This design comes from an exercise in tuning for small area, a short achievable clock period and few clock cycles on the open sky130 flow, not from production work. In this exercise RTL edits were held to simulation tests only and were not proved equivalent to the original. Power is estimated from default activity; no workload was simulated.

==> yarrow: inputs <==
## sbf_engine
module sbf_engine (
    input  wire        clk,
    input  wire        rst,           
    input  wire        cmd_valid,
    output wire        cmd_ready,
    input  wire [31:0] cmd_word,
    input  wire [4:0]  rd_idx,
    output reg  [31:0] rd_data
);
    localparam [15:0] SYNC_WORD = 16'h4024;
    localparam [3:0] ST_NONE      = 4'd0;
    localparam [3:0] ST_FRAME_OK  = 4'd1;
    localparam [3:0] ST_INC_HDR   = 4'd2;
    localparam [3:0] ST_NOT_FRAME = 4'd3;
    localparam [3:0] ST_MALFORMED = 4'd4;
    localparam [3:0] ST_NEED_MORE = 4'd5;
    localparam [3:0] ST_CRC_MIS   = 4'd6;
    localparam [3:0] ST_SYNC_FND  = 4'd7;
    localparam [3:0] ST_SYNC_NF   = 4'd8;
    localparam integer S_IDLE = 0;
    localparam integer S_PRE0 = 1;    
    localparam integer S_PRE  = 2;    
    localparam integer S_HDR  = 3;    
    localparam integer S_BODY = 4;    
    localparam integer S_CB   = 5;    
    localparam integer S_HUNT = 6;    
    localparam integer S_HFIN = 7;    
    localparam integer NS     = 8;
    localparam [1:0] J_SCAN = 2'd0;
    localparam [1:0] J_HUNT = 2'd1;
    localparam [1:0] J_CB   = 2'd2;
    localparam [1:0] J_BODY = 2'd3;
  ...
clock: 10.0 ns
lec_check: 0
abc_clock_period_in_ps: 5000
cap_margin: 20
core_margin: 2
core_utilization: 40
cts_buf_list: sky130_fd_sc_hd__clkbuf_16
cts_cluster_diameter: 70
cts_cluster_size: 24
setup_slack_margin: 4.6
slew_margin: 20
run.sh (not shown) runs the stock make flow with config.mk's settings and CLKGATE_MAP_FILE= SYNTH_SCRIPT=/design/flow/synth_recipe.tcl, a recipe that flattens the netlist after the stock synthesis.
==> inputs of willow, as changes to yarrow <==
--- a/flow/design.v
+++ b/flow/design.v
@@ -20,14 +20,15 @@
     localparam integer S_IDLE = 0;
     localparam integer S_PRE0 = 1;    
     localparam integer S_PRE  = 2;    
     localparam integer S_HDR  = 3;    
     localparam integer S_BODY = 4;    
-    localparam integer S_CB   = 5;    
-    localparam integer S_HUNT = 6;    
-    localparam integer S_HFIN = 7;    
-    localparam integer NS     = 8;
+    localparam integer S_FIN  = 5;    
+    localparam integer S_CB   = 6;    
+    localparam integer S_HUNT = 7;    
+    localparam integer S_HFIN = 8;    
+    localparam integer NS     = 9;
     localparam [1:0] J_SCAN = 2'd0;
     localparam [1:0] J_HUNT = 2'd1;
     localparam [1:0] J_CB   = 2'd2;
     localparam [1:0] J_BODY = 2'd3;
     function [15:0] crc_w8;
@@ -117,10 +118,11 @@
     wire s_idle = state[S_IDLE];
     wire s_pre0 = state[S_PRE0];
     wire s_pre  = state[S_PRE];
     wire s_hdr  = state[S_HDR];
     wire s_body = state[S_BODY];
+    wire s_fin  = state[S_FIN];
     wire s_cb   = state[S_CB];
     wire s_hunt = state[S_HUNT];
     wire s_hfin = state[S_HFIN];
     assign cmd_ready = s_idle;
     wire [7:0]  op  = cmd_word[31:24];
@@ -137,22 +139,18 @@
             default:                    legal = 1'b0;
         endcase
     end
     wire accept  = cmd_valid && s_idle;
     wire rd_op   = cmd_valid && (op == 8'h08);     
-    wire cb_op   = cmd_valid && (op == 8'h14);     
     wire [7:0] pread = base + imm[7:0];              
-    wire [7:0] pstart = base + rng_off[7:0];         
     wire push_we = accept && legal && (op == 8'h03) && !fill_r[8];
-    wire bg_go   = s_idle && bg_on && (bgcnt != 6'd0) && !(cmd_valid && op[5]) &&
-                   !rd_op && !cb_op;
+    wire bg_go   = s_idle && bg_on && (bgcnt != 6'd0) && !(cmd_valid && op[5]) && !rd_op;
     wire bg_rd0  = bg_go && (bg_ph == 2'd0) && (bgav[8:3] != 6'd0);
     wire bg_rd1  = bg_go && (bg_ph == 2'd1);
     wire bg_fold = bg_go && (bg_ph == 2'd2);
     wire [4:0] raddr = !s_idle               ? rword :
                        rd_op                 ? pread[7:3] :
-                       cb_op                 ? pstart[7:3] :
                        !bg_on                ? pcur[7:3] :
                        (bg_ph == 2'd0)       ? bgs[7:3] : rword;
     wire [63:0] rdw  = mem[raddr];
     reg [63:0] chunk;
     always @(*) begin
@@ -170,20 +168,21 @@
     wire [15:0] c_len = chunk[63:48];
     wire adv = s_pre0 | s_pre | s_hunt | s_body | bg_rd1 |
                (s_hdr & (!c_len[2] | off_r[2])) |
                (s_cb & (cnt[8:3] != 6'd0));
     always @(posedge clk) begin
-        if ((s_idle && (!bg_on || bg_rd0 || cb_op)) || adv)
+        if ((s_idle && (!bg_on || bg_rd0)) || adv)
             rdq <= rdw;
         if (adv)
             hold <= rdq;
     end
     wire [9:0]  rng_end   = {1'b0, rng_off[8:0]} + {1'b0, rng_len[8:0]};
     wire        rng_bad   = (rng_off[23:9] != 15'd0) || (rng_len[23:9] != 15'd0) ||
                             (rng_end > {1'b0, fill_r});
     wire        skip_bad  = (imm[23:9] != 15'd0) || (imm[8:0] > avail_r);
     wire        read_bad  = (imm[23:9] != 15'd0) || (imm[8:0] >= fill_r);
+    wire [7:0]  pstart    = base + rng_off[7:0];
     wire        sync_ok   = (chunk[15:0] == SYNC_WORD);
     wire        len_ok    = (c_len > 16'd8) && (c_len[1:0] == 2'b00);
     wire        hc        = !c_len[2];    
     wire [15:0] f_len     = s_hdr ? c_len : {7'd0, h_len[8:0]};
     wire        complete  = (f_len[15:9] == 7'd0) && (avail_r >= f_len[8:0]);
@@ -193,10 +192,11 @@
     wire [15:0] seed      = s_cb ? crc_r : (s_hdr ? 16'd0 : acc);
     wire [63:0] cdata     = s_hdr ? {chunk[63:32], 32'd0} : chunk;
     wire [15:0] crc8      = crc_w8(seed, cdata);
     wire [7:0]  lbyte     = chunk[{lane, 3'b000} +: 8];
     wire [15:0] crc1      = crc_w1(crc_r, s_idle ? imm[7:0] : lbyte);
+    wire [15:0] fcrc      = s_fin ? acc : crc8;      
     reg  [7:0] e24, e40;
     reg  [6:0] hm;
     integer    k;
     always @(*) begin
         for (k = 0; k < 8; k = k + 1) begin
@@ -280,23 +280,17 @@
     endtask
     task finish_scan;
         input [15:0] fcrc;
         input        fm;        
         input        cont;      
-        input        stp;       
-        input        nxt;       
-        input [8:0]  ncur;      
-        input [8:0]  nav;       
-        input [7:0]  npc;       
-        input        n8;        
         begin
             crc_r <= fcrc;
             bg_on <= 1'b0;
-            if (stp) begin
-                cur_r   <= ncur;
-                avail_r <= nav;
-                pcur    <= npc;
+            if (is_step) begin
+                cur_r   <= next_off[8:0];
+                avail_r <= tpos;
+                pcur    <= ppos;
                 if (fm) begin
                     if (nok_r != 16'hFFFF)
                         nok_r <= nok_r + 16'd1;
                 end else begin
                     if (ncrc_r != 16'hFFFF)
@@ -304,18 +298,18 @@
                 end
             end
             state <= 1 << S_IDLE;
             if (fm)
                 status_r <= ST_FRAME_OK;
-            else if (nxt && !mode_r) begin
-                if (!n8)
+            else if (is_next && !mode_r) begin
+                if (!nh8)
                     status_r <= ST_INC_HDR;
                 else if (cont)
                     state <= 1 << S_HDR;
                 else begin
-                    rword <= npc[7:3];
-                    off_r <= npc[2:0];
+                    rword <= ppos[7:3];
+                    off_r <= ppos[2:0];
                     job   <= J_SCAN;
                     state <= 1 << S_PRE0;
                 end
             end else
                 status_r <= ST_CRC_MIS;
@@ -341,12 +335,10 @@
         if (rst) begin
             reset_regs;
             state <= 1 << S_IDLE;
         end else begin
             if (s_idle) begin
-                if (cb_op)
-                    bg_ph <= 2'd0;
                 if (accept) begin
                     if (!legal) begin
                         err_r[0] <= 1'b1;
                     end else begin
                         case (op)
@@ -427,16 +419,17 @@
                         8'h13: rng_len <= imm;                  
                         8'h14: begin                            
                             if (rng_bad)
                                 err_r[2] <= 1'b1;
                             else if (rng_len != 24'd0) begin
-                                rword <= pstart[7:3] + 5'd1;
+                                rword <= pstart[7:3];
                                 off_r <= pstart[2:0];
                                 cnt   <= rng_len[8:0];
                                 lane  <= 3'd0;
                                 job   <= J_CB;
-                                state <= 1 << S_PRE;
+                                bg_ph <= 2'd0;
+                                state <= 1 << S_PRE0;
                             end
                         end
                         8'h20, 8'h21, 8'h22: begin              
                             is_step <= (op != 8'h20);
                             is_next <= (op == 8'h22);
@@ -447,12 +440,11 @@
                                 nh8      <= (left >= 9'd8);
                                 ppos     <= f_pnext;
                                 if (!complete)
                                     status_r <= ST_NEED_MORE;
                                 else if (bgcnt == 6'd0)
-                                    finish_scan(acc, acc == h_crc, 1'b0, op != 8'h20, op == 8'h22,
-                                                f_next[8:0], left, f_pnext, left >= 9'd8);
+                                    state <= 1 << S_FIN;
                                 else if (bg_ph != 2'd1) begin
                                     rword <= bgs[7:3];
                                     off_r <= bgs[2:0];
                                     job   <= J_BODY;
                                     state <= 1 << S_PRE0;
@@ -522,13 +514,12 @@
                 acc   <= crc8;
                 bgcnt <= bgcnt - 6'd1;
                 bgs   <= bgs + 8'd8;
                 bg_ph <= 2'd0;
             end
-            if (s_body && bgcnt == 6'd1)
-                finish_scan(crc8, crc8 == h_crc, 1'b1, is_step, is_next,
-                            next_off[8:0], tpos, ppos, nh8);
+            if ((s_body && bgcnt == 6'd1) || s_fin)
+                finish_scan(fcrc, fcrc == h_crc, s_body);
             if (s_cb) begin
                 if (cnt[8:3] != 6'd0) begin
                     crc_r <= crc8;
                     cnt   <= cnt - 9'd8;
                     if (cnt == 9'd8)
SETUP_SLACK_MARGIN = 4.3   (was 4.6)
==> inputs of fjord, as changes to yarrow <==
--- a/flow/design.v
+++ b/flow/design.v
@@ -206,21 +206,21 @@
         for (k = 0; k < 7; k = k + 1)
             hm[k] = e24[k] & e40[k+1] & (cnt >= k + 2) & !(hfirst && k == 0);
     end
     wire       hx    = pb24 & e40[0] & !hfirst;
     wire       h_hit = hx | (hm != 7'd0);
-    reg  [8:0] h_d;           
+    reg  [8:0] h_d;
     always @(*) begin
         casez ({hx, hm})
-            8'b1???????: h_d = 9'h1FF;
-            8'b0??????1: h_d = 9'd0;
-            8'b0?????10: h_d = 9'd1;
-            8'b0????100: h_d = 9'd2;
-            8'b0???1000: h_d = 9'd3;
-            8'b0??10000: h_d = 9'd4;
-            8'b0?100000: h_d = 9'd5;
-            default:     h_d = 9'd6;
+            8'b1???????: h_d = -9'sd9;
+            8'b0??????1: h_d = -9'sd8;
+            8'b0?????10: h_d = -9'sd7;
+            8'b0????100: h_d = -9'sd6;
+            8'b0???1000: h_d = -9'sd5;
+            8'b0??10000: h_d = -9'sd4;
+            8'b0?100000: h_d = -9'sd3;
+            default:     h_d = -9'sd2;
         endcase
     end
     always @(*) begin
         case (rd_idx)
             5'd0:  rd_data = {16'd0, crc_r};
@@ -540,25 +540,24 @@
                     if (cnt == 9'd1)
                         state <= 1 << S_IDLE;
                 end
             end
             if (s_hunt) begin
-                if (h_hit) begin
-                    hd_r     <= h_d;
+                hd_r   <= h_d;
+                hfirst <= 1'b0;
+                pb24   <= e24[7];
+                tpos   <= tpos + 9'd8;
+                ppos   <= ppos + 8'd8;
+                cnt    <= cnt - 9'd8;
+                if (h_hit)
                     state    <= 1 << S_HFIN;
-                end else if (cnt <= 9'd8) begin
+                else if (cnt <= 9'd8) begin
                     cur_r    <= fill_r - 9'd1;
                     avail_r  <= 9'd1;
                     pcur     <= pfill - 8'd1;
                     status_r <= ST_SYNC_NF;
                     state    <= 1 << S_IDLE;
-                end else begin
-                    hfirst <= 1'b0;
-                    pb24   <= e24[7];
-                    tpos   <= tpos + 9'd8;
-                    ppos   <= ppos + 8'd8;
-                    cnt    <= cnt - 9'd8;
                 end
             end
             if (s_hfin) begin
                 cur_r    <= tpos + hd_r;
                 pcur     <= ppos + hd_r[7:0];
CTS_CLUSTER_DIAMETER = 80   (was 70)
CTS_CLUSTER_SIZE = 28   (was 24)
SETUP_SLACK_MARGIN = 4.3   (was 4.6)
==> inputs of onyx, as changes to yarrow <==
SETUP_SLACK_MARGIN = 4.3   (was 4.6)
==> comparison table <==
Most frequent cell on the critical path: onyx -; yarrow sky130_fd_sc_hd__buf_6; fjord sky130_fd_sc_hd__buf_12; willow -
Fraction of synthesized area in multiplexers: onyx 10.8%; yarrow 10.8%; fjord 3.86%; willow 12.6%
Clock Network Area Fraction: onyx 4.03%; yarrow 3.69%; fjord 3.34%; willow 3.66%
Final weighted congestion of routability-driven global placement: onyx 0.994; yarrow 0.988; fjord 0.987; willow 0.985
Critical register-to-register path startpoint: onyx off_r[1]$_DFFE_PP_; yarrow off_r[0]$_DFFE_PP_; fjord off_r[0]$_DFFE_PP_; willow off_r[2]$_DFF_P_
Worst slew pin tran: onyx 1.22 ns; yarrow 1.23 ns; fjord 1.21 ns; willow 1.24 ns
First-pass GRT wire length: onyx 616000 um; yarrow 631000 um; fjord 642000 um; willow 582000 um
Number of antenna violations at the first check in global routing: onyx 25; yarrow 28; fjord 25; willow 20
Total power draw: onyx 19.6 mW; yarrow 19.4 mW; fjord 22.7 mW; willow 27.8 mW
Result of the run: onyx finished clean; yarrow finished clean; fjord finished clean; willow finished clean
# resized after CTS: onyx 493; yarrow 811; fjord 465; willow 490
Met1 capacity usage during global routing: onyx 37.4%; yarrow 38.7%; fjord 38.6%; willow 35.9%
Sequential power share: onyx 58.3%; yarrow 58.9%; fjord 50.3%; willow 41.2%
Number of buffer and inverter instances along the worst setup path: onyx 3; yarrow 5; fjord 4; willow 3
CTS clock-pin slew for the worst setup and hold paths: onyx 0.06 ns; yarrow 0.09 ns; fjord 0.12 ns; willow 0.07 ns
Clock sink count: onyx 2543; yarrow 2543; fjord 2543; willow 2544
Testbench counts of yarrow, summed over its fixed seeds: cycles 86,415.
Testbench counts of willow, summed over its fixed seeds: cycles 87,084.
Testbench counts of fjord, summed over its fixed seeds: cycles 86,415.
Testbench counts of onyx, summed over its fixed seeds: cycles 86,415.

[separate check: timing with driven ports]
The results above use ideal ports. As a check the final layouts listed here were re-extracted and re-timed, cells and wires unchanged. Step 1, drivers: a clkbuf_16 drives clk and a buf_2 each remaining input, both assumed. Step 2 moves the port delays by t, midway between the first and last clock arrival at a register: inputs arrive t later, outputs are due t later. That takes back most of the time a late clock gives input paths. Slacks: ideal / step 1 / step 2; pairs: ideal / step 1.
run | t (ns) | setup WS [ns] | hold slack, ns | worst setup path after step 2 | clock arrival spread, ns
yarrow | 0.957 | 4.205 / 4.011 / 3.664 | 0.470 / 0.470 / 0.470 | input to register | 0.121 / 0.122
willow | 0.945 | 3.796 / 3.708 / 3.411 | 0.466 / 0.466 / 0.466 | input to register | 0.126 / 0.126
fjord | 0.951 | 4.233 / 4.052 / 3.371 | 0.467 / 0.467 / 0.467 | input to register | 0.084 / 0.084
onyx | 0.966 | 4.172 / 4.104 / 3.435 | 0.464 / 0.464 / 0.464 | input to register | 0.115 / 0.115
After both steps setup and hold are still met in every run listed. The setup slack of fjord, which loses most, moves by -0.181 ns with the drivers and by -0.862 ns with both steps.
